Background: an optimization exercise with open tools, aiming at small area, a short achievable clock period and few clock cycles. Do not read the settings as production practice. RTL that was checked went through simulation tests only; none was proved equivalent to the original. No functional check of the RTL was part of runs 4 and 5. Power and IR drop assume default switching activity.

File: flow/config.mk
export PLATFORM = sky130hd
export DESIGN_NAME = dai_line_decoder
export DESIGN_NICKNAME = dai_line_decoder
export VERILOG_FILES = /design/flow/design.v
export SDC_FILE = /design/flow/constraint.sdc
export NUM_CORES = 4
export LEC_CHECK = 0
export ABC_CLOCK_PERIOD_IN_PS = 3000
export CAP_MARGIN = 20
export CORE_MARGIN = 2
export CORE_UTILIZATION = 50
export PLACE_DENSITY = 0.6
export SETUP_SLACK_MARGIN = 4.6
export SLEW_MARGIN = 20
File: flow/run.sh
#!/bin/bash
# synth_recipe.tcl (not shown) runs the flow's synth.tcl, then flattens the netlist and writes it again
# the make line also repeats each setting of config.mk as NAME=value (left out here)
make -C /OpenROAD-flow-scripts/flow DESIGN_CONFIG=/design/flow/config.mk WORK_HOME=/design/flow/orfs CLKGATE_MAP_FILE= SYNTH_SCRIPT=/design/flow/synth_recipe.tcl finish
File: flow/constraint.sdc
create_clock -name core_clock -period 7.5 [get_ports {clk}]
set_input_delay 1.5000 -clock core_clock [delete_from_list [all_inputs] [get_ports {clk}]]
set_output_delay 1.5000 -clock core_clock [all_outputs]
set_load 0.01 [all_outputs]
File: flow/design.v
module dai_line_decoder (
    input  wire        clk,
    input  wire        rst,
    input  wire        in_valid,
    output wire        in_ready,
    input  wire [7:0]  in_data,
    input  wire        in_last,
    output wire        px_valid,
    input  wire        px_ready,
    output wire [31:0] px_data,
    output wire        st_valid,
    input  wire        st_ready,
    output wire [8:0]  st_rows,
    output wire        st_brk,
    output wire [1:0]  st_fault,
    output wire [15:0] st_creg,
    output wire [3:0]  st_prevbg,
    output wire [15:0] st_unknown,
    output wire [15:0] st_text,
    output wire [15:0] st_unread
);
    localparam [8:0] ROW_CAP = 9'd260;
    localparam [8:0] BRK_AT  = 9'd212;
    localparam [1:0] F_NONE  = 2'd0;
    localparam [1:0] F_SHORT = 2'd1;    
    localparam [1:0] F_WIDTH = 2'd2;    
    localparam [2:0] S_CTRL  = 3'd0;
    localparam [2:0] S_COL   = 3'd1;
    localparam [2:0] S_PAY   = 3'd2;
    localparam [2:0] S_DRAIN = 3'd3;
    localparam [2:0] S_STAT  = 3'd4;
    reg        f0_v, f1_v;
    reg [8:0]  f0, f1;           
    wire       pop;
    wire       push = in_valid && !f1_v;
    assign in_ready = !f1_v;
    always @(posedge clk) begin
        if (rst) begin
            f0_v <= 1'b0;
            f1_v <= 1'b0;
        end else if (pop) begin
            if (f1_v) begin
                f0   <= f1;
                f1_v <= 1'b0;
            end else begin
                f0   <= {in_last, in_data};
                f0_v <= push;
            end
        end else if (!f0_v) begin
            f0   <= {in_last, in_data};
            f0_v <= push;
        end else if (push) begin
            f1   <= {in_last, in_data};
            f1_v <= 1'b1;
        end
    end
    wire       h_v  = f0_v;
    wire [7:0] h    = f0[7:0];
    wire       hl   = f0[8];
    reg [2:0]  state;
    reg [7:0]  ctrl_r;
    reg [7:0]  col_r;
    reg [7:0]  pcnt;         
    reg [7:0]  hi_r;         
    reg        pay_nz;       
    reg [3:0]  creg [0:3];
    reg [8:0]  rows;
    reg        brk;
    reg [1:0]  fault;
    reg [15:0] n_unknown;
    reg [15:0] n_text;
    reg [15:0] n_unread;
    wire [1:0] disp = ctrl_r[7:6];
    wire [1:0] res  = ctrl_r[5:4];
    wire [3:0] rep  = ctrl_r[3:0];
    wire       nuc  = col_r[6];
    wire       is_gfx = nuc && !disp[0];
    wire       is_row = is_gfx && (res != 2'd3);
    wire       c_nuc = h[6];
    wire       c_unknown = c_nuc && disp[0] && (res != 2'd3);
    reg  [7:0] c_plast;      
    always @(*) begin
        if (!c_nuc)
            c_plast = 8'd1;
        else if (!disp[0])
            case (res)
                2'd0:    c_plast = 8'd21;
                2'd1:    c_plast = 8'd43;
                2'd2:    c_plast = 8'd87;
                default: c_plast = 8'd131;
            endcase
        else
            c_plast = 8'd131;
    end
    reg  [7:0] plast;
    reg [703:0] ring;                      
    wire [15:0] r_head = ring[15:0];
    wire [15:0] r_tail = ring[703:688];
    reg  [2:0]  pend;        
    reg  [3:0]  reps;        
    reg  [5:0]  bidx;        
    reg         g16;         
    reg  [1:0]  gres;        
    reg  [3:0]  pbr;         
    reg  [3:0]  pbs;         
    reg         pxv_r;
    reg  [31:0] pxd_r;
    wire out_free = !pxv_r || px_ready;
    wire gen_idle = (pend == 3'd0) && (reps == 4'd0);
    wire first_e  = (pend != 3'd0) && out_free;
    wire rep_e    = (pend == 3'd0) && (reps != 4'd0) && out_free;
    wire beat_e   = first_e || rep_e;
    wire [2:0] p_m = (res == 2'd2) ? 3'd1 : (res == 2'd1) ? 3'd2 : 3'd4;
    wire at_row  = (state == S_PAY) && is_row;
    wire pay_lo  = pcnt[0];
    wire row_go  = at_row && h_v && (pay_lo ? ((pend == 3'd0) || ((pend == 3'd1) && first_e))
                                            : ((pcnt != 8'd0) || gen_idle));
    wire lo_take = row_go && pay_lo;
    wire        sh_dup = first_e && (pend != 3'd1);
    wire        sh     = lo_take || sh_dup || rep_e;
    wire [15:0] tail_in = lo_take ? {hi_r, h} : (sh_dup ? r_tail : r_head);
    always @(posedge clk)
        if (sh) ring <= {tail_in, ring[703:16]};
    wire [15:0] src = (pend != 3'd0) ? r_tail : r_head;
    wire [7:0]  shi = src[15:8];
    wire [7:0]  slo = src[7:0];
    wire [3:0]  fg  = slo[7:4];
    wire [3:0]  bg  = slo[3:0];
    reg  [3:0]  pix [0:7];    
    integer i;
    always @(*) begin
        for (i = 0; i < 8; i = i + 1) begin
            if (g16) begin
                if (shi[7-i])
                    pix[i] = fg;
                else if (i != 0 && (shi >> (8 - i)) != 8'd0)
                    pix[i] = bg;
                else
                    pix[i] = pbr;
            end else begin
                pix[i] = creg[{shi[7-i], slo[7-i]}];
            end
        end
    end
    wire [1:0] q = bidx[1:0];
    reg  [31:0] word;
    always @(*) begin
        case (gres)
            2'd2: word = {pix[7], pix[6], pix[5], pix[4],
                          pix[3], pix[2], pix[1], pix[0]};
            2'd1: word = q[0] ? {pix[7], pix[7], pix[6], pix[6],
                                 pix[5], pix[5], pix[4], pix[4]}
                              : {pix[3], pix[3], pix[2], pix[2],
                                 pix[1], pix[1], pix[0], pix[0]};
            default:
                case (q)
                    2'd0: word = {{4{pix[1]}}, {4{pix[0]}}};
                    2'd1: word = {{4{pix[3]}}, {4{pix[2]}}};
                    2'd2: word = {{4{pix[5]}}, {4{pix[4]}}};
                    default: word = {{4{pix[7]}}, {4{pix[6]}}};
                endcase
        endcase
    end
    wire pair_end = (gres == 2'd2) || ((gres == 2'd1) ? q[0] : (q == 2'd3));
    wire row_end  = (bidx == 6'd43);
    assign px_valid = pxv_r;
    assign px_data  = pxd_r;
    always @(posedge clk) begin
        if (out_free)
            pxd_r <= word;
    end
    wire [15:0] hdr = {ctrl_r, col_r};
    wire        last_pay = (pcnt == plast);
    wire [8:0]  room  = ROW_CAP - rows;
    wire [8:0]  want  = {5'd0, rep} + 9'd1;
    wire [8:0]  ncopy = (want < room) ? want : room;
    wire [8:0]  rows_nx = rows + ncopy;
    wire st_ok = (state == S_STAT) && gen_idle && !pxv_r;
    assign st_valid = st_ok;
    wire st_fire = st_ok && st_ready;
    assign pop = h_v && ((state == S_CTRL) || (state == S_COL) ||
                         (state == S_DRAIN) ||
                         ((state == S_PAY) && (!is_row || row_go)));
    assign st_rows    = rows;
    assign st_brk     = brk;
    assign st_fault   = fault;
    assign st_creg    = {creg[3], creg[2], creg[1], creg[0]};
    assign st_prevbg  = pbr;
    assign st_unknown = n_unknown;
    assign st_text    = n_text;
    assign st_unread  = n_unread;
    always @(posedge clk) begin
        if (rst) begin
            state     <= S_CTRL;
            pcnt      <= 8'd0;
            pay_nz    <= 1'b0;
            creg[0]   <= 4'd1;
            creg[1]   <= 4'd9;
            creg[2]   <= 4'd12;
            creg[3]   <= 4'd15;
            rows      <= 9'd0;
            brk       <= 1'b0;
            fault     <= F_NONE;
            n_unknown <= 16'd0;
            n_text    <= 16'd0;
            n_unread  <= 16'd0;
            pend      <= 3'd0;
            reps      <= 4'd0;
            bidx      <= 6'd0;
            pbr       <= 4'd0;
            pxv_r     <= 1'b0;
        end else begin
            if (beat_e) begin
                pxv_r <= 1'b1;
                bidx  <= row_end ? 6'd0 : bidx + 6'd1;
                if (first_e)
                    pend <= pend - 3'd1;
                if (rep_e && row_end)
                    reps <= reps - 4'd1;
                if (row_end && (first_e ? (reps != 4'd0) : (reps != 4'd1)))
                    pbr <= pbs;
                else if (pair_end && g16 && (shi != 8'd0))
                    pbr <= bg;
            end else if (px_ready) begin
                pxv_r <= 1'b0;
            end
            case (state)
                S_CTRL: if (h_v) begin
                    ctrl_r <= h;
                    if (hl) begin
                        fault <= F_SHORT;
                        state <= S_STAT;
                    end else begin
                        state <= S_COL;
                    end
                end
                S_COL: if (h_v) begin
                    col_r  <= h;
                    plast  <= c_plast;
                    pcnt   <= 8'd0;
                    pay_nz <= 1'b0;
                    if (c_unknown) begin
                        n_unknown <= n_unknown + 16'd1;
                        state <= hl ? S_STAT : S_CTRL;
                    end else if (hl) begin
                        fault <= F_SHORT;
                        state <= S_STAT;
                    end else begin
                        state <= S_PAY;
                    end
                end
                S_PAY: if (pop) begin
                    pcnt <= pcnt + 8'd1;
                    if (h != 8'd0)
                        pay_nz <= 1'b1;
                    if (is_row) begin
                        if (!pay_lo)
                            hi_r <= h;
                        if (pcnt == 8'd0) begin
                            if (!disp[1] && col_r[7] && !brk)
                                creg[col_r[5:4]] <= col_r[3:0];
                            pbs  <= pbr;
                            g16  <= disp[1];
                            gres <= res;
                        end
                        if (pay_lo)
                            pend <= p_m;
                    end
                    if (last_pay) begin
                        if (is_gfx) begin
                            if (!is_row) begin
                                fault <= F_WIDTH;
                                state <= hl ? S_STAT : S_DRAIN;
                            end else begin
                                rows  <= rows_nx;
                                reps  <= ncopy[3:0] - 4'd1;
                                state <= hl ? S_STAT :
                                         (rows_nx == ROW_CAP) ? S_DRAIN : S_CTRL;
                            end
                        end else begin
                            if (ctrl_r == 8'h7A)
                                n_text <= n_text + 16'd1;
                            else if (hdr == 16'h3088 && rows == BRK_AT && !brk)
                                brk <= 1'b1;
                            else if (hdr == 16'h3088 && brk)
                                ;    
                            else if (hdr == 16'h0000 || hdr == 16'hFFFF)
                                ;    
                            else if (!nuc && !pay_nz && h == 8'd0)
                                ;    
                            else
                                n_unknown <= n_unknown + 16'd1;
                            state <= hl ? S_STAT :
                                     (rows == ROW_CAP) ? S_DRAIN : S_CTRL;
                        end
                    end else if (hl) begin
                        fault <= F_SHORT;
                        state <= S_STAT;
                    end
                end
                S_DRAIN: if (h_v) begin
                    n_unread <= n_unread + 16'd1;
                    if (hl)
                        state <= S_STAT;
                end
                S_STAT: if (st_fire) begin
                    creg[0]   <= 4'd1;
                    creg[1]   <= 4'd9;
                    creg[2]   <= 4'd12;
                    creg[3]   <= 4'd15;
                    pbr       <= 4'd0;
                    rows      <= 9'd0;
                    brk       <= 1'b0;
                    fault     <= F_NONE;
                    n_unknown <= 16'd0;
                    n_text    <= 16'd0;
                    n_unread  <= 16'd0;
                    bidx      <= 6'd0;
                    state     <= S_CTRL;
                end
                default: state <= S_CTRL;
            endcase
        end
    end
endmodule
==> results of run 1 <==
[state kept, by name, summed over array words and instances (netlist names), 9 cells and up]
| name | cells |
|---|---|
| rows | 9 |
| n_unknown | 16 |
| f1 | 9 |
| creg | 16 |
| ring | 704 |
| f0 | 9 |
| pxd_r | 32 |
| n_text | 16 |
| n_unread | 16 |
[cell usage in the layout, fill, tap and decap left out, types with 16 or more instances in the layout]
master	count
sky130_fd_sc_hd__edfxtp_1	806
sky130_fd_sc_hd__nor2_1	136
sky130_fd_sc_hd__buf_4	125
sky130_fd_sc_hd__clkbuf_16	98
sky130_fd_sc_hd__nand2_1	92
sky130_fd_sc_hd__dlygate4sd2_1	70
sky130_fd_sc_hd__dfxtp_1	56
sky130_fd_sc_hd__a21oi_1	54
sky130_fd_sc_hd__nand3_1	50
sky130_fd_sc_hd__o21ai_0	48
sky130_fd_sc_hd__mux2i_1	46
sky130_fd_sc_hd__inv_1	44
sky130_fd_sc_hd__mux2_2	42
sky130_fd_sc_hd__xor2_1	40
sky130_fd_sc_hd__ha_1	25
sky130_fd_sc_hd__buf_6	23
sky130_fd_sc_hd__a211oi_1	22
sky130_fd_sc_hd__xnor2_1	22
sky130_fd_sc_hd__nand4_1	21
sky130_fd_sc_hd__dfxtp_2	21
sky130_fd_sc_hd__o211ai_1	20
sky130_fd_sc_hd__clkinv_1	19
sky130_fd_sc_hd__nor3_1	18
sky130_fd_sc_hd__o21ai_1	18
sky130_fd_sc_hd__clkinv_2	18
sky130_fd_sc_hd__clkdlybuf4s15_1	17
sky130_fd_sc_hd__and2_1	16
[cells by family after synthesis]
family	count (synthesis)	synth area share [%]
AOI/OAI and AO/OA	317	6.30
xor gates and xnor gates	67	1.74
adders and majority gates	37	1.40
buffers and inverters	127	1.48
DFF	898	77.4
muxes	126	4.46
and+or+nand+nor	484	7.26
[worst max-delay path: cells and delay by family, from the launching register on]
| kind | cells | cell delay (ps) |
|---|---|---|
| AOI/OAI and AO/OA | 7 | 1620 |
| xor gates and xnor gates | 1 | 160 |
| DFF | 1 | 450 |
| adders and majority gates | 4 | 900 |
| buffers and inverters | 2 | 140 |
| muxes | 1 | 320 |
| and+or+nand+nor | 4 | 520 |
[through the flow]
step	cell area (µm²)	setup WS [ps]	std cells	hold WS, ps
after floorplan	33900	175	2056	400
after global placement	36200	2100	3007	401
after detailed placement	36200	2010	3007	405
after CTS	41100	3300	3289	407
after global routing	42100	3080	3342	418
final	42100	3320	3342	407
[timing repair]
action / CTS / global route
setup buffers: 103 / 44
pin swaps: 57 / 47
endpoints found under the setup margin: 1025 / 635
resized for setup: 421 / 125
cloned: 12 / 9
[how the worst min path moves through the flow]
stage | startpoint | endpoint | slack (ps) | cells past startpoint
after floorplan | ring[16] | ring[0] | 400 | 0
after global placement | ring[179] | ring[163] | 400 | 0
after detailed placement | ring[129] | ring[113] | 400 | 0
after CTS | ring[358] | ring[342] | 410 | 0
after global routing | ring[426] | ring[410] | 420 | 0
final | ring[677] | ring[661] | 410 | 0
[power groups by stage]
stage                     registers (mW)  logic, mW  clock network, mW
final                               8.58       4.09               4.50
after global routing                8.73       4.36               4.82
after CTS                           8.62       3.63               4.63
after detailed placement            8.67       2.89                  0
after global placement              8.67       2.82                  0
after floorplan                     8.99       1.86                  0
[cell type report]
class / instances / area, µm²
sequential: 898 / 26100
inverter: 56 / 221
multi-input combinational: 1035 / 8430
clock inverter: 54 / 568
clock buffer: 113 / 2450
fill: 4902 / 24900
timing repair inverter: 1 / 5.00
tap: 873 / 1090
timing repair buffer: 312 / 3160
[layer usage]
layer	wire length (µm)	global-route usage, %	vias up	share of wire, %
li1	-	-	8650	-
met1	33000	29.7	9592	45
met2	33300	30.8	604	45
met3	4300	3.87	212	5.8
met4	3100	8.79	0	4.2
met5	0	0	-	0
==> summary.md, run 1 <==
| Metric | Value |
|---|---|
| Hold-fix buffers at CTS | `0` |
| Root cell of the clock tree | `sky130_fd_sc_hd__clkbuf_16` |
| Power share of the combinational group | `23.8%` |
| Clock insertion delay at the later pin of the skew report | `650 ps` |
| Final wirelength | `73.7 mm` |
| Aggregate global routing overflow | `0` |
| Avg Cell Area, Syn | `16.4 µm²` |
| Ordered cell list for the critical path | `ha_2 > xor2_2 > ha_1 > nor2b_1 > o211ai_1 > a211oi_4 > mux2i_2 > inv_1 > ha_2 > inv_2 > fa_2 > nor2b_1 > o21a_2 > o31a_1 > nor3b_2 > o211ai_1 > a2111oi_2 > a211oi_1 > nor3_1` |
| Share of final-layout standard cells stronger than drive strength 1 | `26.7%` |
| Portion of the post-synthesis area used by sequential elements | `77.4%` |
| Number of pins exceeding their max-slew limit in the final report | `0` |
| Seq pwr share | `50.0%` |
| Number of synthesized flops with an enable pin | `806` |
| Sum of negative setup slack | `0 ps` |
| Biggest fanout along the worst timing path | `4` |
| Wire length of the first global-routing pass | `110 mm` |
| Max stage delay on crit path | `450 ps` |
| Width of the chip | `263 µm` |
| Drt first-iter violations | `1817` |
| Cell area after synthesis | `0.0337 mm²` |
| Post-synthesis net count | `2107` |
| HPWL after DPL | `42.2 mm` |
| Global-route usage over all layers | `20.6%` |
| Routed vias/inst | `5.70` |
| Leakage | `14.2 nW` |
| Flops & latches, synth | `898` |
| Endpoint of the worst register-to-register path | `state[0]` |
| I/O Buffers | `128` |
| Upper clock frequency limit | `239 MHz` |
| Clk network pwr share | `26.2%` |
| Synth warnings | `2` |
| Worst VDD drop | `285 µV` |
| Initial cell density of the core | `50.3%` |
| Total power draw | `17.2 mW` |
| Power density relative to cell area | `408 mW/mm²` |
| Largest net degree at the start of global routing | `109` |
| Sw Ratio | `28.2%` |
| Final Hold Vio Count | `0` |
| Worst R2R Path Depth | `19` |
| Antenna violations before repair | `3` |
| Pin slew with the least headroom to its limit | `1050 ps` |
| Library cell with the highest instance count after synthesis | `sky130_fd_sc_hd__edfxtp_1` |
| R2r startpoint | `ctrl_r[0]` |
| Placer congestion estimate | `0.907` |
| Element type at the critical path start | `register` |
| Worst slew slack as a fraction of its limit | `29.9%` |
| Number of buffers created by CTS | `91` |
| Placeable core area | `0.0669 mm²` |
| DIE HEIGHT | `263 µm` |
| Maximum capacitance violations | `0` |
| Final Cycle Share | `55.8%` |
| Category of the worst setup path capture point | `register` |
| Die area | `0.0694 mm²` |
| ANT nets after route | `0` |
| Most frequent cells after synthesis | `806 x sky130_fd_sc_hd__edfxtp_1, 143 x sky130_fd_sc_hd__nor2_1, 102 x sky130_fd_sc_hd__nand2_1` |
| Post-CTS clock slew at the launch and capture registers of the worst setup and hold paths | `60 ps` |
| Nets | `2446` |
| Area Growth Syn to Fin | `24.9%` |
| Proportion of register bits with asynchronous set or reset after synthesis | `0%` |
| Net switching component of the power | `4.85 mW` |
| Post-route core utilization | `62.8%` |
| Unrepaired setup endpoints after global routing | `true` |
| Endpoint required time on the critical path | `8070 ps` |
| Startpoint of the worst setup timing path | `ctrl_r[0]` |
| WL/cell | `22.0 µm` |
| Vias in the first global route | `18400` |
| Drt pass-1 iters | `7` |
| Final routed DRC violation total | `0` |
| Bufs on Longest Clock Path | `3` |
| Worst clock skew on the final layout | `30.6 ps` |
| Antenna cells | `0` |
| Internal Dissipation | `12.3 mW` |
| Via count | `19100` |
| Register-to-register setup slack | `3320 ps` |
| Outcome | `complete, no violations` |
| Rows | `95` |
| Class of the tightest hold or removal check | `reg -> reg` |
| Number of top-level design ports | `129` |
| Cell accounting for the most synthesized area | `sky130_fd_sc_hd__edfxtp_1` |
| Synth Instances | `2056` |
| Synth Flop Type | `sky130_fd_sc_hd__edfxtp_1` |
| Worst setup path endpoint | `state[0]` |
| TritonCTS clock tree | `yes` |
| Arrival time reported for the critical path endpoint | `4750 ps` |
| Total of endpoints with negative setup slack in the final report | `0` |
| Critical-path top delay cell | `sky130_fd_sc_hd__edfxtp_1` |
| Count of unique library cells instantiated by Yosys | `85` |
| Number of sinks handled by clock tree synthesis | `898` |
| Worst setup path class | `reg -> reg` |
| Proportion of netlist area held by the largest area contributor | `71.9%` |
| Deepest level of the CTS H-tree | `3` |
| Crit path time final | `4180 ps` |
| Main area contributors after synthesis | `sky130_fd_sc_hd__edfxtp_1 72%, sky130_fd_sc_hd__dfxtp_1 5.5%, sky130_fd_sc_hd__mux2i_1 1.8%` |
Testbench counts, summed over its fixed seeds: cycles 490,095.
==> run 2, diff against run 1 <==
--- a/flow/config.mk
+++ b/flow/config.mk
@@ -5,7 +5,6 @@
 export SDC_FILE = /design/flow/constraint.sdc
 export NUM_CORES = 4
 export LEC_CHECK = 0
-export ABC_CLOCK_PERIOD_IN_PS = 3000
 export CAP_MARGIN = 20
 export CORE_MARGIN = 2
 export CORE_UTILIZATION = 50
==> summary.md, run 2 <==
| Metric | Value |
|---|---|
| Outcome | `complete, no violations` |
| Upper clock frequency limit | `239 MHz (unchanged)` |
| Post-route core utilization | `62.8% (unchanged)` |
| Ordered cell list for the critical path | `ha_2 > xor2_2 > ha_1 > nor2b_1 > o211ai_1 > a211oi_4 > mux2i_2 > inv_1 > ha_2 > inv_2 > fa_2 > nor2b_1 > o21a_2 > o31a_1 > nor3b_2 > o211ai_1 > a2111oi_2 > a211oi_1 > nor3_1` |
| Area fraction in compound gates after synthesis | `6.30% (unchanged)` |
| Via count | `19100 (unchanged)` |
| Element type at the critical path start | `register` |
| Largest family of logic cells by synthesized area | `simple AND/OR/NAND/NOR gates` |
| Maximum capacitance violations | `0 (unchanged)` |
| DP Cell Count | `3007 (unchanged)` |
| Deepest level of the CTS H-tree | `3 (unchanged)` |
| HPWL after DPL | `42.2 mm (unchanged)` |
| TritonCTS clock tree | `yes` |
| Number of sinks handled by clock tree synthesis | `898 (unchanged)` |
| Number of top-level design ports | `129 (unchanged)` |
| Cell area after synthesis | `0.0337 mm² (unchanged)` |
| Hold-fix buffers at CTS | `0 (unchanged)` |
| Count of non-filler cells in the finished layout | `3342 (unchanged)` |
| Count of unique library cells instantiated by Yosys | `85 (unchanged)` |
| Aggregate global routing overflow | `0 (unchanged)` |
| Sum of negative setup slack | `0 ps (unchanged)` |
| Post-CTS clock slew at the launch and capture registers of the worst setup and hold paths | `60 ps (about the same)` |
| Total of endpoints with negative setup slack in the final report | `0 (unchanged)` |
| Area Growth Syn to Fin | `24.9% (unchanged)` |
| Post-synthesis share of cell area spent on and, or, nand and nor gates | `7.26% (unchanged)` |
| Unrepaired setup endpoints after global routing | `true` |
| Initial cell density of the core | `50.3% (unchanged)` |
| Adder and majority cell fraction of the synthesized area | `1.40% (unchanged)` |
| Endpoint required time on the critical path | `8070 ps (about the same)` |
| Commonest non-fill, non-tap cell in the layout | `sky130_fd_sc_hd__edfxtp_1` |
| Library cell with the highest instance count after synthesis | `sky130_fd_sc_hd__edfxtp_1` |
| DIE HEIGHT | `263 µm (unchanged)` |
| Placeable core area | `0.0669 mm² (unchanged)` |
| Commonest cells after routing, fill and taps aside | `806 x sky130_fd_sc_hd__edfxtp_1, 136 x sky130_fd_sc_hd__nor2_1, 125 x sky130_fd_sc_hd__buf_4` |
| Number of pins exceeding their max-slew limit in the final report | `0 (unchanged)` |
| Placer congestion estimate | `0.907 (unchanged)` |
| Class of the tightest hold or removal check | `reg -> reg` |
| Clock insertion delay at the later pin of the skew report | `650 ps (about the same)` |
| Pin slew with the least headroom to its limit | `1050 ps (unchanged)` |
| Routed vias/inst | `5.70 (unchanged)` |
| Portion of the post-synthesis area used by sequential elements | `77.4% (unchanged)` |
| Critical-path top delay cell | `sky130_fd_sc_hd__edfxtp_1` |
| Portion of netlist area occupied by mux cells | `4.46% (unchanged)` |
| Met3 GRT Util | `3.87% (unchanged)` |
| Flip-flop count of the largest register after layout | `704 (unchanged)` |
| Share of final-layout standard cells stronger than drive strength 1 | `26.7% (unchanged)` |
| Number of synthesized flops with an enable pin | `806 (unchanged)` |
| Category of the worst setup path capture point | `register` |
| WL/cell | `22.0 µm (unchanged)` |
| Die area | `0.0694 mm² (unchanged)` |
| Final wirelength | `73.7 mm (unchanged)` |
| Worst clock skew on the final layout | `30.6 ps (unchanged)` |
| Proportion of register bits with asynchronous set or reset after synthesis | `0% (unchanged)` |
| Registers with the most flip-flops | `ring (704), pxd_r (32)` |
| Worst slew slack as a fraction of its limit | `29.9% (unchanged)` |
| Avg Cell Area, Syn | `16.4 µm² (unchanged)` |
| Final routed DRC violation total | `0 (unchanged)` |
| Final Hold Vio Count | `0 (unchanged)` |
| Global-route usage over all layers | `20.6% (unchanged)` |
| Root cell of the clock tree | `sky130_fd_sc_hd__clkbuf_16` |
| Proportion of netlist area held by the largest area contributor | `71.9% (unchanged)` |
| Nets | `2446 (unchanged)` |
| Arrival time reported for the critical path endpoint | `4750 ps (about the same)` |
| Largest net degree at the start of global routing | `109 (unchanged)` |
| Crit path time final | `4180 ps (unchanged)` |
| Synth Instances | `2056 (unchanged)` |
| I/O Buffers | `128 (unchanged)` |
| Width of the chip | `263 µm (unchanged)` |
| Main area contributors after synthesis | `sky130_fd_sc_hd__edfxtp_1 72%, sky130_fd_sc_hd__dfxtp_1 5.5%, sky130_fd_sc_hd__mux2i_1 1.8%` |
| Max stage delay on crit path | `450 ps (about the same)` |
| Antenna violations before repair | `3 (unchanged)` |
| Global-route layer with the greatest usage | `met2` |
| Post-synthesis net count | `2107 (unchanged)` |
| Rows | `95 (unchanged)` |
| Met1 usage | `29.7% (unchanged)` |
| Register ranked first by flip-flop count | `ring` |
| Wire length of the first global-routing pass | `110 mm (unchanged)` |
| Leakage | `14.2 nW (unchanged)` |
| Drt pass-1 iters | `7 (unchanged)` |
| Flops & latches, synth | `898 (unchanged)` |
| Vias in the first global route | `18400 (unchanged)` |
| Number of buffers created by CTS | `91 (unchanged)` |
| Power density relative to cell area | `408 mW/mm² (unchanged)` |
| Biggest fanout along the worst timing path | `4 (unchanged)` |
| Worst hold slack | `407 ps (unchanged)` |
| Synth Flop Type | `sky130_fd_sc_hd__edfxtp_1` |
| Xor/xnor share of the synthesized area | `1.74% (unchanged)` |
| Worst VDD drop | `285 µV (unchanged)` |
| Antenna cells | `0 (unchanged)` |
| Drt first-iter violations | `1817 (unchanged)` |
| Synth warnings | `2 (unchanged)` |
| M2 GR Usage | `30.8% (unchanged)` |
| Most frequent cells after synthesis | `806 x sky130_fd_sc_hd__edfxtp_1, 143 x sky130_fd_sc_hd__nor2_1, 102 x sky130_fd_sc_hd__nand2_1` |
| Total power draw | `17.2 mW (unchanged)` |
| Bufs on Longest Clock Path | `3 (unchanged)` |
| Worst setup path class | `reg -> reg` |
| ANT nets after route | `0 (unchanged)` |
| Final Cycle Share | `55.8% (unchanged)` |
| Cell accounting for the most synthesized area | `sky130_fd_sc_hd__edfxtp_1` |
[run 2: power breakdown]
part | internal [mW] | switching, mW
logic | 1.59 | 2.49
clock network | 2.64 | 1.86
registers | 8.09 | 0.496
total | 12.3 | 4.85
[run 2: cells by family (layout without fill, tap and decap cells)]
logic type / count (synthesis) / after routing
xor+xnor: 67 / 67
fa+ha+maj: 37 / 37
simple gates: 484 / 485
buf+inv: 127 / 536
mux: 126 / 126
compound gates: 317 / 320
flops: 898 / 898
[run 2: critical path: cells and delay by family, from the launching register on]
kind,cells,cell delay [ps]
mux,1,320
flops,1,450
buf+inv,2,140
compound gates,7,1620
fa+ha+maj,4,900
simple gates,4,520
xor+xnor,1,160
[run 2: metrics by stage]
step	instance area (µm²)	setup slack (ps)
after global routing	42100	3080
after CTS	41100	3300
after global placement	36200	2100
final	42100	3320
after detailed placement	36200	2010
after floorplan	33900	175
[run 2: timing repair]
action,CTS,global route
gates resized for setup,421,125
buffers inserted,103,44
cloned,12,9
setup endpoints to repair,1025,635
pin swaps,57,47
[run 2: routing by layer]
layer | share of wire [%] | wire length (µm)
met2 | 45 | 33300
met3 | 5.8 | 4300
met4 | 4.2 | 3100
met1 | 45 | 33000
met5 | 0 | 0
[run 2: path summary, 6_finish.rpt]
path,slack (ps),end,from,depth (start not counted)
min reg2reg,410,ring[661],ring[677],0
max,3320,state[0],ctrl_r[0],19
max reg2reg,3320,state[0],ctrl_r[0],19
min,410,ring[661],ring[677],0
[run 2: layout make-up]
type	instances	area, µm²
Tap cell	873	1090
Timing Repair inverter	1	5.00
Clock buffer	113	2450
Timing Repair Buffer	312	3160
Multi-Input combinational cell	1035	8430
Sequential cell	898	26100
Fill cell	4902	24900
Clock inverter	54	568
Inverter	56	221
==> run 3, diff against run 2 <==
--- a/flow/config.mk
+++ b/flow/config.mk
@@ -7,7 +7,6 @@
 export LEC_CHECK = 0
 export CAP_MARGIN = 20
 export CORE_MARGIN = 2
-export CORE_UTILIZATION = 50
-export PLACE_DENSITY = 0.6
-export SETUP_SLACK_MARGIN = 4.6
+export CORE_UTILIZATION = 30
+export PLACE_DENSITY = 0.5
 export SLEW_MARGIN = 20
==> summary.md, run 3 <==
| Metric | Value |
|---|---|
| Via count | `18100 (-5.0%)` |
| Crit path time final | `5230 ps (+1040 ps)` |
| Avg Cell Area, Syn | `16.4 µm² (unchanged)` |
| Main area contributors after synthesis | `sky130_fd_sc_hd__edfxtp_1 72%, sky130_fd_sc_hd__dfxtp_1 5.5%, sky130_fd_sc_hd__mux2i_1 1.8%` |
| Antenna violations before repair | `2 (-1)` |
| Final wirelength | `74.1 mm (+0.59%)` |
| WL/cell | `19.6 µm (-11%)` |
| Cell area after synthesis | `0.0337 mm² (unchanged)` |
| Commonest non-fill, non-tap cell in the layout | `sky130_fd_sc_hd__edfxtp_1` |
| TritonCTS clock tree | `yes` |
| Post-place instance area | `0.0368 mm² (+1.6%)` |
| Share of final-layout standard cells stronger than drive strength 1 | `11.2% (-16 points)` |
| Wire length of the first global-routing pass | `113 mm (+2.8%)` |
| Quantity of gates resized following cts | `0 (-100%)` |
| Post-CTS clock slew at the launch and capture registers of the worst setup and hold paths | `60 ps (about the same)` |
| Arrival time reported for the critical path endpoint | `5800 ps (+1050 ps)` |
| Register ranked first by flip-flop count | `ring` |
| Flip-flop count of the largest register after layout | `704 (unchanged)` |
| DIE HEIGHT | `339 µm (+29%)` |
| Post-synthesis net count | `2107 (unchanged)` |
| Upper clock frequency limit | `191 MHz (-20%)` |
| Portion of the post-synthesis area used by sequential elements | `77.4% (unchanged)` |
| Total of endpoints with negative setup slack in the final report | `0 (unchanged)` |
| Rows | `122 (+28%)` |
| I/O Buffers | `128 (unchanged)` |
| Category of the worst setup path capture point | `register` |
| Placeable core area | `0.111 mm² (+66%)` |
| Unrepaired setup endpoints after global routing | `false` |
| Cell accounting for the most synthesized area | `sky130_fd_sc_hd__edfxtp_1` |
| Clock insertion delay at the later pin of the skew report | `670 ps (+20 ps)` |
| Deepest level of the CTS H-tree | `3 (unchanged)` |
| Width of the chip | `339 µm (+29%)` |
| Flops & latches, synth | `898 (unchanged)` |
| Worst R2R Path Depth | `21 (+2)` |
| Synth Instances | `2056 (unchanged)` |
| Number of synthesized flops with an enable pin | `806 (unchanged)` |
| Worst slew slack as a fraction of its limit | `26.1% (-3.8 points)` |
| ANT nets after route | `0 (unchanged)` |
| Power density relative to cell area | `400 mW/mm² (-2.0%)` |
| Pre-CTS worst setup slack | `1980 ps (-32.6 ps)` |
| Endpoint required time on the critical path | `8070 ps (about the same)` |
| Vias in the first global route | `17900 (-3.1%)` |
| Leakage | `12.5 nW (-12%)` |
| Most frequent cells after synthesis | `806 x sky130_fd_sc_hd__edfxtp_1, 143 x sky130_fd_sc_hd__nor2_1, 102 x sky130_fd_sc_hd__nand2_1` |
| Number of pins exceeding their max-slew limit in the final report | `0 (unchanged)` |
| Sum of negative setup slack | `0 ps (unchanged)` |
| Largest net degree at the start of global routing | `158 (+45%)` |
| HPWL after DPL | `47.6 mm (+13%)` |
| Worst clock skew on the final layout | `31.0 ps (+0.392 ps)` |
| Synth warnings | `2 (unchanged)` |
| Proportion of register bits with asynchronous set or reset after synthesis | `0% (unchanged)` |
| Library cell with the highest instance count after synthesis | `sky130_fd_sc_hd__edfxtp_1` |
| Bufs on Longest Clock Path | `3 (unchanged)` |
| Root cell of the clock tree | `sky130_fd_sc_hd__clkbuf_16` |
| Post-CTS Repair Setup Buffers | `0 (-100%)` |
| Registers with the most flip-flops | `ring (704), pxd_r (32)` |
| Proportion of netlist area held by the largest area contributor | `71.9% (unchanged)` |
| Number of top-level design ports | `129 (unchanged)` |
| Count of unique library cells instantiated by Yosys | `85 (unchanged)` |
| Worst setup path class | `reg -> reg` |
| Final routed DRC violation total | `0 (unchanged)` |
| Pin slew with the least headroom to its limit | `1080 ps (+29.5 ps)` |
| Final Cycle Share | `69.7% (+14 points)` |
| Element type at the critical path start | `register` |
| Synth Flop Type | `sky130_fd_sc_hd__edfxtp_1` |
| Area Growth Syn to Fin | `18.2%` |
| Post-route core utilization | `35.8% (-27 points)` |
| Die area | `0.115 mm² (+66%)` |
| Outcome | `complete, no violations` |
| Hold-critical path depth | `0 (unchanged)` |
| Routed vias/inst | `4.77 (-16%)` |
| Hold-fix buffers at CTS | `0 (unchanged)` |
| Final Hold Vio Count | `0 (unchanged)` |
| Number of buffers created by CTS | `91 (unchanged)` |
| Aggregate global routing overflow | `0 (unchanged)` |
| Number of sinks handled by clock tree synthesis | `898 (unchanged)` |
| Biggest fanout along the worst timing path | `7 (+3)` |
| Worst VDD drop | `397 µV (+39%)` |
| Fill cells | `10400 (+110%)` |
| Drt pass-1 iters | `5 (-2)` |
| Initial cell density of the core | `30.3% (-20 points)` |
| Global-route usage over all layers | `12.6% (-7.9 points)` |
| Drt first-iter violations | `1477 (-19%)` |
| Antenna cells | `0 (unchanged)` |
| Placer congestion estimate | `0.850 (-6.3%)` |
| Final instance area | `0.0398 mm² (-5.4%)` |
| Nets | `2283 (-6.7%)` |
| Class of the tightest hold or removal check | `reg -> reg` |
| Total power draw | `15.9 mW (-7.3%)` |
| Commonest cells after routing, fill and taps aside | `806 x sky130_fd_sc_hd__edfxtp_1, 143 x sky130_fd_sc_hd__nor2_1, 128 x sky130_fd_sc_hd__clkdlybuf4s50_1` |
| Maximum capacitance violations | `0 (unchanged)` |
| Smallest setup slack after layout | `2270 ps (-1040 ps)` |
## run 3: cell counts after synthesis
No cell type changed its count.
## run 3: power breakdown
| group | switching (mW) | internal, mW |
|---|---|---|
| combinational | 2.06 | 0.781 |
| sequential | 0.509 | 8.12 |
| clock | 1.87 | 2.57 |
| total | 4.44 | 11.5 |
## run 3: cells by family (layout without fill, tap and decap cells)
| group | count (synthesis) | in the layout | share of synthesized area (%) |
|---|---|---|---|
| xor gates and xnor gates | 67 | 67 | 1.74 |
| muxes | 126 | 126 | 4.46 |
| AOI/OAI and AO/OA | 317 | 317 | 6.30 |
| DFF | 898 | 898 | 77.4 |
| buffers and inverters | 127 | 374 | 1.48 |
| adders and majority gates | 37 | 37 | 1.40 |
| and+or+nand+nor | 484 | 484 | 7.26 |
## run 3: final timing paths
check,startpoint,endpoint,slack [ps]
max,rows[0],state[1],2270
max reg2reg,rows[0],state[1],2270
min reg2reg,ring[485],ring[469],400
min,ring[485],ring[469],400
## run 3: final cells by class
cell class	instances	area, µm²	area share, %
inverter	56	214	0.538
multi-input combinational	1031	7140	18.0
timing repair buffer	154	1560	3.93
clock buffer	106	2350	5.92
clock inverter	58	594	1.49
sequential	898	26000	65.5
tap	1488	1860	4.68
## run 3: metal layers
layer	vias up	global-route usage [%]	routed length (µm)
met3	131	2.88	4200
met5	-	0	0
met2	521	19.5	33800
met4	0	4.37	2080
met1	9175	17.5	34000
li1	8274	-	-
## run 3: worst max-delay path, stage by stage, from the launching register on
cell                        delay [ps]
sky130_fd_sc_hd__dfxtp_1           450
sky130_fd_sc_hd__inv_1             130
sky130_fd_sc_hd__ha_1              270
sky130_fd_sc_hd__nor2b_1           170
sky130_fd_sc_hd__nor2_1             80
sky130_fd_sc_hd__xor2_1            170
sky130_fd_sc_hd__ha_1              310
sky130_fd_sc_hd__o211ai_1          110
sky130_fd_sc_hd__a211oi_2          550
sky130_fd_sc_hd__mux2i_1           400
sky130_fd_sc_hd__inv_1              80
sky130_fd_sc_hd__ha_1              210
sky130_fd_sc_hd__inv_1              70
sky130_fd_sc_hd__fa_1              210
sky130_fd_sc_hd__nor2b_1            60
sky130_fd_sc_hd__o21a_1            210
sky130_fd_sc_hd__o31a_1            310
sky130_fd_sc_hd__nor3b_1           250
sky130_fd_sc_hd__o211ai_1          180
sky130_fd_sc_hd__a2111oi_0         600
sky130_fd_sc_hd__o21ai_0           150
sky130_fd_sc_hd__a21oi_1           180
## run 3: through the flow
step	hold WS, ps	instances
after global routing	402	3791
after CTS	396	3790
final	403	3791
after global placement	401	3625
after detailed placement	405	3626
after floorplan	400	2056
==> run 4, diff against run 3 <==
--- a/flow/design.v
+++ b/flow/design.v
@@ -29,6 +29,7 @@
     localparam [2:0] S_PAY   = 3'd2;
     localparam [2:0] S_DRAIN = 3'd3;
     localparam [2:0] S_STAT  = 3'd4;
+    localparam [2:0] S_CLR   = 3'd5;
     reg        f0_v, f1_v;
     reg [8:0]  f0, f1;           
     wire       pop;
@@ -174,10 +175,11 @@
     wire [8:0]  room  = ROW_CAP - rows;
     wire [8:0]  want  = {5'd0, rep} + 9'd1;
     wire [8:0]  ncopy = (want < room) ? want : room;
-    wire [8:0]  rows_nx = rows + ncopy;
-    wire st_ok = (state == S_STAT) && gen_idle && !pxv_r;
-    assign st_valid = st_ok;
-    wire st_fire = st_ok && st_ready;
+    reg  [4:0]  ncopy_r;     
+    reg         cap_r;       
+    reg  st_v_r;
+    assign st_valid = st_v_r;
+    wire st_fire = st_v_r && st_ready;
     assign pop = h_v && ((state == S_CTRL) || (state == S_COL) ||
                          (state == S_DRAIN) ||
                          ((state == S_PAY) && (!is_row || row_go)));
@@ -209,7 +211,9 @@
             bidx      <= 6'd0;
             pbr       <= 4'd0;
             pxv_r     <= 1'b0;
+            st_v_r    <= 1'b0;
         end else begin
+            st_v_r <= (state == S_STAT) && !st_fire && gen_idle && !pxv_r;
             if (beat_e) begin
                 pxv_r <= 1'b1;
                 bidx  <= row_end ? 6'd0 : bidx + 6'd1;
@@ -237,6 +241,8 @@
                 S_COL: if (h_v) begin
                     col_r  <= h;
                     plast  <= c_plast;
+                    ncopy_r <= ncopy[4:0];
+                    cap_r   <= (want >= room);
                     pcnt   <= 8'd0;
                     pay_nz <= 1'b0;
                     if (c_unknown) begin
@@ -272,10 +278,9 @@
                                 fault <= F_WIDTH;
                                 state <= hl ? S_STAT : S_DRAIN;
                             end else begin
-                                rows  <= rows_nx;
-                                reps  <= ncopy[3:0] - 4'd1;
-                                state <= hl ? S_STAT :
-                                         (rows_nx == ROW_CAP) ? S_DRAIN : S_CTRL;
+                                rows  <= rows + {4'd0, ncopy_r};
+                                reps  <= ncopy_r[3:0] - 4'd1;
+                                state <= hl ? S_STAT : cap_r ? S_DRAIN : S_CTRL;
                             end
                         end else begin
                             if (ctrl_r == 8'h7A)
@@ -303,7 +308,9 @@
                     if (hl)
                         state <= S_STAT;
                 end
-                S_STAT: if (st_fire) begin
+                S_STAT: if (st_fire)
+                    state <= S_CLR;
+                S_CLR: begin
                     creg[0]   <= 4'd1;
                     creg[1]   <= 4'd9;
                     creg[2]   <= 4'd12;
--- a/flow/config.mk
+++ b/flow/config.mk
@@ -7,6 +7,7 @@
 export LEC_CHECK = 0
 export CAP_MARGIN = 20
 export CORE_MARGIN = 2
-export CORE_UTILIZATION = 30
-export PLACE_DENSITY = 0.5
+export CORE_UTILIZATION = 55
+export PLACE_DENSITY = 0.65
+export SETUP_SLACK_MARGIN = 5
 export SLEW_MARGIN = 20
==> summary.md, run 4 <==
| Metric | Value |
|---|---|
| Synth Flop Type | `sky130_fd_sc_hd__edfxtp_1` |
| Upper clock frequency limit | `305 MHz (+59%)` |
| Most frequent cells after synthesis | `812 x sky130_fd_sc_hd__edfxtp_1, 139 x sky130_fd_sc_hd__nand2_1, 126 x sky130_fd_sc_hd__nor2_1` |
| Element type at the critical path start | `register` |
| Flops & latches, synth | `905 (+0.78%)` |
| Register ranked first by flip-flop count | `ring` |
| Nets | `2731 (+20%)` |
| Width of the chip | `254 µm (-25%)` |
| ANT nets after route | `0 (unchanged)` |
| I/O Buffers | `128 (unchanged)` |
| Root cell of the clock tree | `sky130_fd_sc_hd__clkbuf_16` |
| Startpoint of the worst setup timing path | `pend[0]` |
| Post-CTS clock slew at the launch and capture registers of the worst setup and hold paths | `70 ps (about the same)` |
| Cell accounting for the most synthesized area | `sky130_fd_sc_hd__edfxtp_1` |
| Clk network pwr share | `25.5% (-2.4 points)` |
| Max stage delay on crit path | `490 ps (-110 ps)` |
| Power density relative to cell area | `403 mW/mm² (+0.76%)` |
| Hold-fix buffers at CTS | `0 (unchanged)` |
| Avg Cell Area, Syn | `16.0 µm² (-2.3%)` |
| Die area | `0.0643 mm² (-44%)` |
| Aggregate global routing overflow | `0 (unchanged)` |
| Category of the worst setup path capture point | `register` |
| Number of pins exceeding their max-slew limit in the final report | `0 (unchanged)` |
| Worst R2R Path Depth | `15 (-29%)` |
| Flip-flop count of the largest register after layout | `704 (unchanged)` |
| Class of the tightest hold or removal check | `reg -> reg` |
| Number of top-level design ports | `129 (unchanged)` |
| Worst slew slack as a fraction of its limit | `31.2% (+5.1 points)` |
| Endpoint required time on the critical path | `8000 ps (-70 ps)` |
| Portion of the post-synthesis area used by sequential elements | `76.6% (-0.80 points)` |
| Unrepaired setup endpoints after global routing | `true` |
| Outcome | `complete, no violations` |
| Proportion of netlist area held by the largest area contributor | `71.1% (-0.76 points)` |
| Total of endpoints with negative setup slack in the final report | `0 (unchanged)` |
| Rows | `91 (-25%)` |
| Sum of negative setup slack | `0 ps (unchanged)` |
| Final wirelength | `104 mm (+40%)` |
| Crit path time final | `3280 ps (-1950 ps)` |
| Number of sinks handled by clock tree synthesis | `905 (+0.78%)` |
| Net switching component of the power | `5.43 mW (+22%)` |
| Count of unique library cells instantiated by Yosys | `98 (+15%)` |
| Number of buffers created by CTS | `86 (-5.5%)` |
| Sw Ratio | `28.9% (+0.97 points)` |
| Total power draw | `18.8 mW (+18%)` |
| Routed vias/inst | `6.15 (+29%)` |
| Via count | `22100 (+22%)` |
| Commonest cells after routing, fill and taps aside | `812 x sky130_fd_sc_hd__edfxtp_1, 185 x sky130_fd_sc_hd__buf_4, 140 x sky130_fd_sc_hd__clkbuf_16` |
| Pin slew with the least headroom to its limit | `1030 ps (-48.4 ps)` |
| Global-route usage over all layers | `27.3% (+15 points)` |
| Final routed DRC violation total | `0 (unchanged)` |
| Area Growth Syn to Fin | `36.2%` |
| Endpoint of the worst register-to-register path | `pxd_r[12]` |
| Initial cell density of the core | `55.5% (+25 points)` |
| Biggest fanout along the worst timing path | `6 (-1)` |
| Fill cells | `3451 (-67%)` |
| Final Hold Vio Count | `0 (unchanged)` |
| Drt first-iter violations | `2546 (+72%)` |
| Critical-path top delay cell | `sky130_fd_sc_hd__o32ai_2` |
| Number of synthesized flops with an enable pin | `812 (+0.74%)` |
| Drt pass-1 iters | `6 (+1)` |
| Post-synthesis net count | `2193 (+4.1%)` |
| Seq pwr share | `42.0% (-12 points)` |
| Maximum capacitance violations | `0 (unchanged)` |
| R2r startpoint | `pend[0]` |
| Bufs on Longest Clock Path | `3 (unchanged)` |
| Internal Dissipation | `13.4 mW (+17%)` |
| Antenna cells | `0 (unchanged)` |
| Commonest non-fill, non-tap cell in the layout | `sky130_fd_sc_hd__edfxtp_1` |
| Share of final-layout standard cells stronger than drive strength 1 | `35.9% (+25 points)` |
| Worst setup path class | `reg -> reg` |
| Worst VDD drop | `354 µV (-11%)` |
| Deepest level of the CTS H-tree | `3 (unchanged)` |
| Library cell with the highest instance count after synthesis | `sky130_fd_sc_hd__edfxtp_1` |
| Worst clock skew on the final layout | `31.9 ps (+0.879 ps)` |
| Final Cycle Share | `43.7% (-26 points)` |
| TritonCTS clock tree | `yes` |
| Clock insertion delay at the later pin of the skew report | `660 ps (about the same)` |
| Synth warnings | `2 (unchanged)` |
| Wire length of the first global-routing pass | `129 mm (+14%)` |
| Ordered cell list for the critical path | `inv_2 > ha_4 > buf_6 > buf_6 > or4b_4 > o31a_4 > buf_4 > o32ai_2 > a32oi_4 > buf_6 > buf_6 > buf_6 > o21bai_4 > a21oi_2 > nand2_1` |
| Largest net degree at the start of global routing | `77 (-51%)` |
| Register-to-register setup slack | `4220 ps (+1950 ps)` |
| WL/cell | `28.9 µm (+48%)` |
| Worst setup path endpoint | `pxd_r[12]` |
| Placeable core area | `0.0617 mm² (-44%)` |
| Post-place instance area | `0.0367 mm² (-0.18%)` |
| Top cell by count, worst path | `sky130_fd_sc_hd__buf_6` |
| Arrival time reported for the critical path endpoint | `3770 ps (-2030 ps)` |
| Cell area after synthesis | `0.0343 mm² (+1.8%)` |
| Leakage | `15.9 nW (+27%)` |
| Final instance area | `0.0467 mm² (+17%)` |
| Power share of the combinational group | `32.5% (+15 points)` |
| Main area contributors after synthesis | `sky130_fd_sc_hd__edfxtp_1 71%, sky130_fd_sc_hd__dfxtp_1 5.4%, sky130_fd_sc_hd__mux2i_1 1.7%` |
| Vias in the first global route | `20400 (+14%)` |
| Post-route core utilization | `75.6% (+40 points)` |
| Synth Instances | `2142 (+4.2%)` |
| DIE HEIGHT | `254 µm (-25%)` |
| HPWL after DPL | `45.8 mm (-3.8%)` |
| Proportion of register bits with asynchronous set or reset after synthesis | `0% (unchanged)` |
| Registers with the most flip-flops | `ring (704), pxd_r (32)` |
| Antenna violations before repair | `3 (+1)` |
| Placer congestion estimate | `0.901 (+6.0%)` |
run 4: cell types whose count changed after synthesis, moves of 10 or more:
| cell | change |
|---|---|
| sky130_fd_sc_hd__o21ai_0 | -41 |
| sky130_fd_sc_hd__o21ai_1 | +19 |
| sky130_fd_sc_hd__nor3_1 | +18 |
| sky130_fd_sc_hd__mux2_2 | -22 |
| sky130_fd_sc_hd__xnor2_1 | +10 |
| sky130_fd_sc_hd__nor2_1 | -17 |
| sky130_fd_sc_hd__and3_1 | +20 |
| sky130_fd_sc_hd__nand2_1 | +37 |
run 4: cell type report:
| type | instances | area [µm²] | area share (%) |
|---|---|---|---|
| clock inverter | 63 | 870 | 1.86 |
| sequential | 905 | 26400 | 56.6 |
| tap | 837 | 1050 | 2.24 |
| multi-input combinational | 1102 | 8890 | 19.1 |
| clock buffer | 98 | 2210 | 4.73 |
| inverter | 52 | 208 | 0.445 |
| timing repair buffer | 533 | 7040 | 15.1 |
run 4: what timing repair did:
action                                  4_1_cts  5_1_grt
gates cloned                                 50       66
pin swaps                                    58       49
endpoints found under the setup margin     1043      992
setup buffers                               181       89
resized for setup                           885      195
run 4: worst max-delay path: cells and delay by family (launching register included):
family                   cells  cell delay [ps]
AO/OA/AOI/OAI                5             1100
adder cells (fa/ha/maj)      1              210
buffers and inverters        7              890
flip-flops                   1              340
AND/OR/NAND/NOR              2              570
run 4: per-stage QoR:
stage | hold WS (ps) | setup WS [ps] | cells
after floorplan | 400 | -28270 | 2142
after global placement | 401 | 1980 | 3043
after detailed placement | 405 | 1910 | 3043
after CTS | 400 | 4410 | 3435
after global routing | 403 | 4170 | 3590
final | 403 | 4220 | 3590
run 4: logic make-up (layout without fill, tap and decap cells):
family / count (synthesis) / after routing / synth area share (%)
adder cells (fa/ha/maj): 37 / 37 / 1.37
buffers and inverters: 140 / 746 / 1.66
flip-flops: 905 / 905 / 76.6
AO/OA/AOI/OAI: 316 / 316 / 6.66
XOR/XNOR: 70 / 70 / 1.79
multiplexers: 101 / 101 / 3.43
AND/OR/NAND/NOR: 573 / 578 / 8.51
run 4: worst min path at each step:
stage | start | end | slack [ps] | cells after the start
after global routing | ring[471] | ring[455] | 400 | 0
final | ring[471] | ring[455] | 400 | 0
after detailed placement | ring[175] | ring[159] | 400 | 0
after CTS | ring[136] | ring[120] | 400 | 0
after global placement | ring[339] | ring[323] | 400 | 0
after floorplan | ring[16] | ring[0] | 400 | 0
run 4: per-layer routing:
metal  routed length (µm)  GRT usage, %  part of all wire [%]  up-vias
li1                     -             -                     -     9360
met1                39500          37.7                    38    11100
met2                51500          43.8                    50     1315
met3                 8070          4.61                   7.8      330
met4                 4760          10.3                   4.6        4
met5                   29             0                 0.028        -
run 4: power groups by stage:
stage	sequential (mW)	combinational, mW	clock (mW)
after global placement	7.89	2.20	0
after global routing	7.98	6.34	5.02
after CTS	7.79	4.15	4.69
final	7.90	6.11	4.80
after detailed placement	7.92	2.24	0
after floorplan	7.03	0.931	0
==> run 5, diff against run 4 <==
--- a/flow/config.mk
+++ b/flow/config.mk
@@ -7,7 +7,7 @@
 export LEC_CHECK = 0
 export CAP_MARGIN = 20
 export CORE_MARGIN = 2
-export CORE_UTILIZATION = 55
-export PLACE_DENSITY = 0.65
-export SETUP_SLACK_MARGIN = 5
+export CORE_UTILIZATION = 50
+export PLACE_DENSITY = 0.6
+export SETUP_SLACK_MARGIN = 4.6
 export SLEW_MARGIN = 20
==> summary.md, run 5 <==
| Metric | Value |
|---|---|
| Outcome | `complete, no violations` |
| Hold-critical path depth | `0 (unchanged)` |
| Clock insertion delay at the later pin of the skew report | `650 ps (about the same)` |
| Final Cycle Share | `41.3% (-2.5 points)` |
| Portion of netlist area occupied by mux cells | `3.43% (unchanged)` |
| Proportion of netlist area held by the largest area contributor | `71.1% (unchanged)` |
| Area fraction in compound gates after synthesis | `6.66% (unchanged)` |
| Commonest cells after routing, fill and taps aside | `812 x sky130_fd_sc_hd__edfxtp_1, 135 x sky130_fd_sc_hd__nand2_1, 120 x sky130_fd_sc_hd__nor2_1` |
| Sum of negative setup slack | `0 ps (unchanged)` |
| Pin slew with the least headroom to its limit | `1060 ps (+33.3 ps)` |
| Unrepaired setup endpoints after global routing | `true` |
| DIE HEIGHT | `266 µm (+4.8%)` |
| Xor/xnor share of the synthesized area | `1.79% (unchanged)` |
| Worst VDD drop | `286 µV (-19%)` |
| Worst setup path class | `reg -> reg` |
| Share of final-layout standard cells stronger than drive strength 1 | `22.7% (-13 points)` |
| Cell area after synthesis | `0.0343 mm² (unchanged)` |
| Post-synthesis share of cell area spent on and, or, nand and nor gates | `8.51% (unchanged)` |
| Number of buffers created by CTS | `90 (+4.7%)` |
| Number of sinks handled by clock tree synthesis | `905 (unchanged)` |
| Count of unique library cells instantiated by Yosys | `98 (unchanged)` |
| Main area contributors after synthesis | `sky130_fd_sc_hd__edfxtp_1 71%, sky130_fd_sc_hd__dfxtp_1 5.4%, sky130_fd_sc_hd__mux2i_1 1.7%` |
| ANT nets after route | `0 (unchanged)` |
| Max stage delay on crit path | `510 ps (+20 ps)` |
| Power density relative to cell area | `377 mW/mm² (-6.4%)` |
| Portion of the post-synthesis area used by sequential elements | `76.6% (unchanged)` |
| Total of endpoints with negative setup slack in the final report | `0 (unchanged)` |
| Endpoint required time on the critical path | `7850 ps (-150 ps)` |
| Register ranked first by flip-flop count | `ring` |
| Biggest fanout along the worst timing path | `6 (unchanged)` |
| Number of synthesized flops with an enable pin | `812 (unchanged)` |
| Proportion of register bits with asynchronous set or reset after synthesis | `0% (unchanged)` |
| Antenna violations before repair | `2 (-1)` |
| Worst hold slack | `401 ps (-2.18 ps)` |
| Area Growth Syn to Fin | `25.3%` |
| Flip-flop count of the largest register after layout | `704 (unchanged)` |
| Rows | `95 (+4.4%)` |
| Final routed DRC violation total | `0 (unchanged)` |
| Global-route usage over all layers | `23.4% (-3.9 points)` |
| Nets | `2525 (-7.5%)` |
| Aggregate global routing overflow | `0 (unchanged)` |
| Width of the chip | `266 µm (+4.8%)` |
| Registers with the most flip-flops | `ring (704), pxd_r (32)` |
| Final wirelength | `82.5 mm (-21%)` |
| Arrival time reported for the critical path endpoint | `3450 ps (-320 ps)` |
| Flops & latches, synth | `905 (unchanged)` |
| Class of the tightest hold or removal check | `reg -> reg` |
| Cell accounting for the most synthesized area | `sky130_fd_sc_hd__edfxtp_1` |
| Placeable core area | `0.0675 mm² (+9.4%)` |
| Fill cells | `4854 (+41%)` |
| Root cell of the clock tree | `sky130_fd_sc_hd__clkbuf_16` |
| Maximum capacitance violations | `0 (unchanged)` |
| Critical-path top delay cell | `sky130_fd_sc_hd__a21oi_1` |
| Number of pins exceeding their max-slew limit in the final report | `0 (unchanged)` |
| Post-synthesis net count | `2193 (unchanged)` |
| Vias in the first global route | `19900 (-2.7%)` |
| Post-route core utilization | `63.6% (-12 points)` |
| Die area | `0.0707 mm² (+9.8%)` |
| Final Hold Vio Count | `0 (unchanged)` |
| Wire length of the first global-routing pass | `125 mm (-3.5%)` |
| Library cell with the highest instance count after synthesis | `sky130_fd_sc_hd__edfxtp_1` |
| Deepest level of the CTS H-tree | `3 (unchanged)` |
| Adder and majority cell fraction of the synthesized area | `1.37% (unchanged)` |
| TritonCTS clock tree | `yes` |
| HPWL after DPL | `46.9 mm (+2.4%)` |
| Register-to-register setup slack | `4410 ps (+180 ps)` |
| Ordered cell list for the critical path | `inv_2 > ha_4 > buf_4 > and3b_1 > a21oi_1 > mux4_2 > mux2_4 > a32o_2 > o311ai_4 > o21ai_1` |
| Routed vias/inst | `5.82 (-5.3%)` |
| Drt first-iter violations | `2057 (-19%)` |
| Count of non-filler cells in the finished layout | `3419 (-4.8%)` |
| Post-CTS clock slew at the launch and capture registers of the worst setup and hold paths | `60 ps (about the same)` |
| Drt pass-1 iters | `6 (unchanged)` |
| Worst R2R Path Depth | `10 (-5)` |
| DP Cell Count | `3079 (+1.2%)` |
| Commonest non-fill, non-tap cell in the layout | `sky130_fd_sc_hd__edfxtp_1` |
| Worst slew slack as a fraction of its limit | `29.0% (-2.2 points)` |
| Number of top-level design ports | `129 (unchanged)` |
| Initial cell density of the core | `50.8% (-4.8 points)` |
| Category of the worst setup path capture point | `register` |
| Element type at the critical path start | `register` |
| Via count | `19900 (-9.8%)` |
| Avg Cell Area, Syn | `16.0 µm² (unchanged)` |
| Crit path time final | `3090 ps (-184 ps)` |
| Upper clock frequency limit | `323 MHz (+6.0%)` |
| Largest net degree at the start of global routing | `77 (unchanged)` |
| Placer congestion estimate | `0.900 (-0.13%)` |
| I/O Buffers | `128 (unchanged)` |
| WL/cell | `24.1 µm (-17%)` |
| Bufs on Longest Clock Path | `3 (unchanged)` |
| Synth Flop Type | `sky130_fd_sc_hd__edfxtp_1` |
| Largest family of logic cells by synthesized area | `simple AND/OR/NAND/NOR gates` |
| Most frequent cells after synthesis | `812 x sky130_fd_sc_hd__edfxtp_1, 139 x sky130_fd_sc_hd__nand2_1, 126 x sky130_fd_sc_hd__nor2_1` |
| Synth Instances | `2142 (unchanged)` |
| Synth warnings | `2 (unchanged)` |
| Hold-fix buffers at CTS | `0 (unchanged)` |
| Worst clock skew on the final layout | `25.8 ps (-6.10 ps)` |
| Leakage | `14.2 nW (-10%)` |
run 5: cell counts after synthesis:
Identical to the previous run, type by type.
run 5: worst paths after layout:
kind / startpoint / endpoint
worst min register to register: ring[68] / ring[52]
worst max-delay path: pend[1] / pxd_r[3]
worst max register to register: pend[1] / pxd_r[3]
worst min-delay path: ring[68] / ring[52]
run 5: layout make-up:
class	instances	area [µm²]	area share (%)
Multi-Input combinational cell	1101	8600	20.0
Antenna cell	1	2.50	0.00583
Tap cell	873	1090	2.54
Clock buffer	111	2330	5.43
Inverter	52	200	0.466
Sequential cell	905	26300	61.3
Clock inverter	52	547	1.27
Timing Repair Buffer	324	3860	8.99
run 5: metrics by stage:
stage | instance area [µm²] | setup slack, ps | power [mW]
global placement | 36800 | 2090 | 10.1
CTS | 42500 | 4460 | 16.2
global route | 42900 | 4300 | 16.9
floorplan | 34600 | -28270 | 7.96
finish | 42900 | 4410 | 16.2
detailed placement | 36800 | 1930 | 10.2
run 5: metal layers:
layer | global-route usage [%] | wire length, µm | vias to the layer above
li1 | - | - | 8962
met1 | 33.8 | 37100 | 10100
met2 | 36.0 | 37900 | 636
met3 | 3.64 | 4400 | 180
met4 | 9.02 | 2970 | 0
met5 | 0 | 0 | -
run 5: power breakdown:
group | switching, mW | leakage, nW | internal (mW)
sequential | 0.326 | 7.35 | 7.44
combinational | 2.21 | 5.50 | 1.88
clock | 1.87 | 1.38 | 2.47
total | 4.41 | 14.2 | 11.8
run 5: cells by family (layout without fill, tap and decap cells):
| logic type | count (synthesis) | after routing |
|---|---|---|
| xor gates and xnor gates | 70 | 70 |
| buffers and inverters | 140 | 539 |
| and+or+nand+nor | 573 | 576 |
| other | 0 | 1 |
| muxes | 101 | 102 |
| adders and majority gates | 37 | 37 |
| AOI/OAI and AO/OA | 316 | 316 |
| DFF | 905 | 905 |
run 5: worst max-delay path: cells and delay by family, from the launching register on:
family                     cells  cell delay (ps)
AOI/OAI and AO/OA              4             1150
adders and majority gates      1              190
buffers and inverters          2              220
DFF                            1              340
muxes                          2              720
and+or+nand+nor                1              180
run 5: what timing repair did:
action | in CTS | in global routing
pin swaps | 33 | 25
setup endpoints to repair | 1026 | 740
buffers inserted | 108 | 23
gates resized for setup | 414 | 65
gates cloned | 42 | 3

## afterwards: timing with drivers on the ports
No port has a modelled driver above. Below, the same layouts with a new extraction and two added sets of constraints.
Step 1 (the two cells are an assumption about what drives the block):
set clk [get_ports {clk}]
set_driving_cell -lib_cell sky130_fd_sc_hd__clkbuf_16 $clk
set_driving_cell -lib_cell sky130_fd_sc_hd__buf_2 [delete_from_list [all_inputs] $clk]
Step 2 moves the port delays by t, midway between the first and last clock arrival at a register: inputs arrive t later, outputs are due t later. That takes back most of the time a late clock gives input paths.
Three values: no drivers, after step 1, after step 2; two values: the first two.
run	shift t [ns]	setup slack, ns	worst setup path at the end
run 1	0.699	3.315 / 3.315 / 3.315	register to register
run 2	0.699	3.315 / 3.315 / 3.315	register to register
run 3	0.714	2.274 / 2.274 / 1.946	input to register
run 4	0.718	4.221 / 4.221 / 3.648	input to register
run 5	0.704	4.405 / 4.405 / 3.923	input to register
After both steps every run listed still meets setup and hold. The setup slack of run 4, which loses most, moves by 0.000 ns with the drivers and by -0.573 ns with both steps.
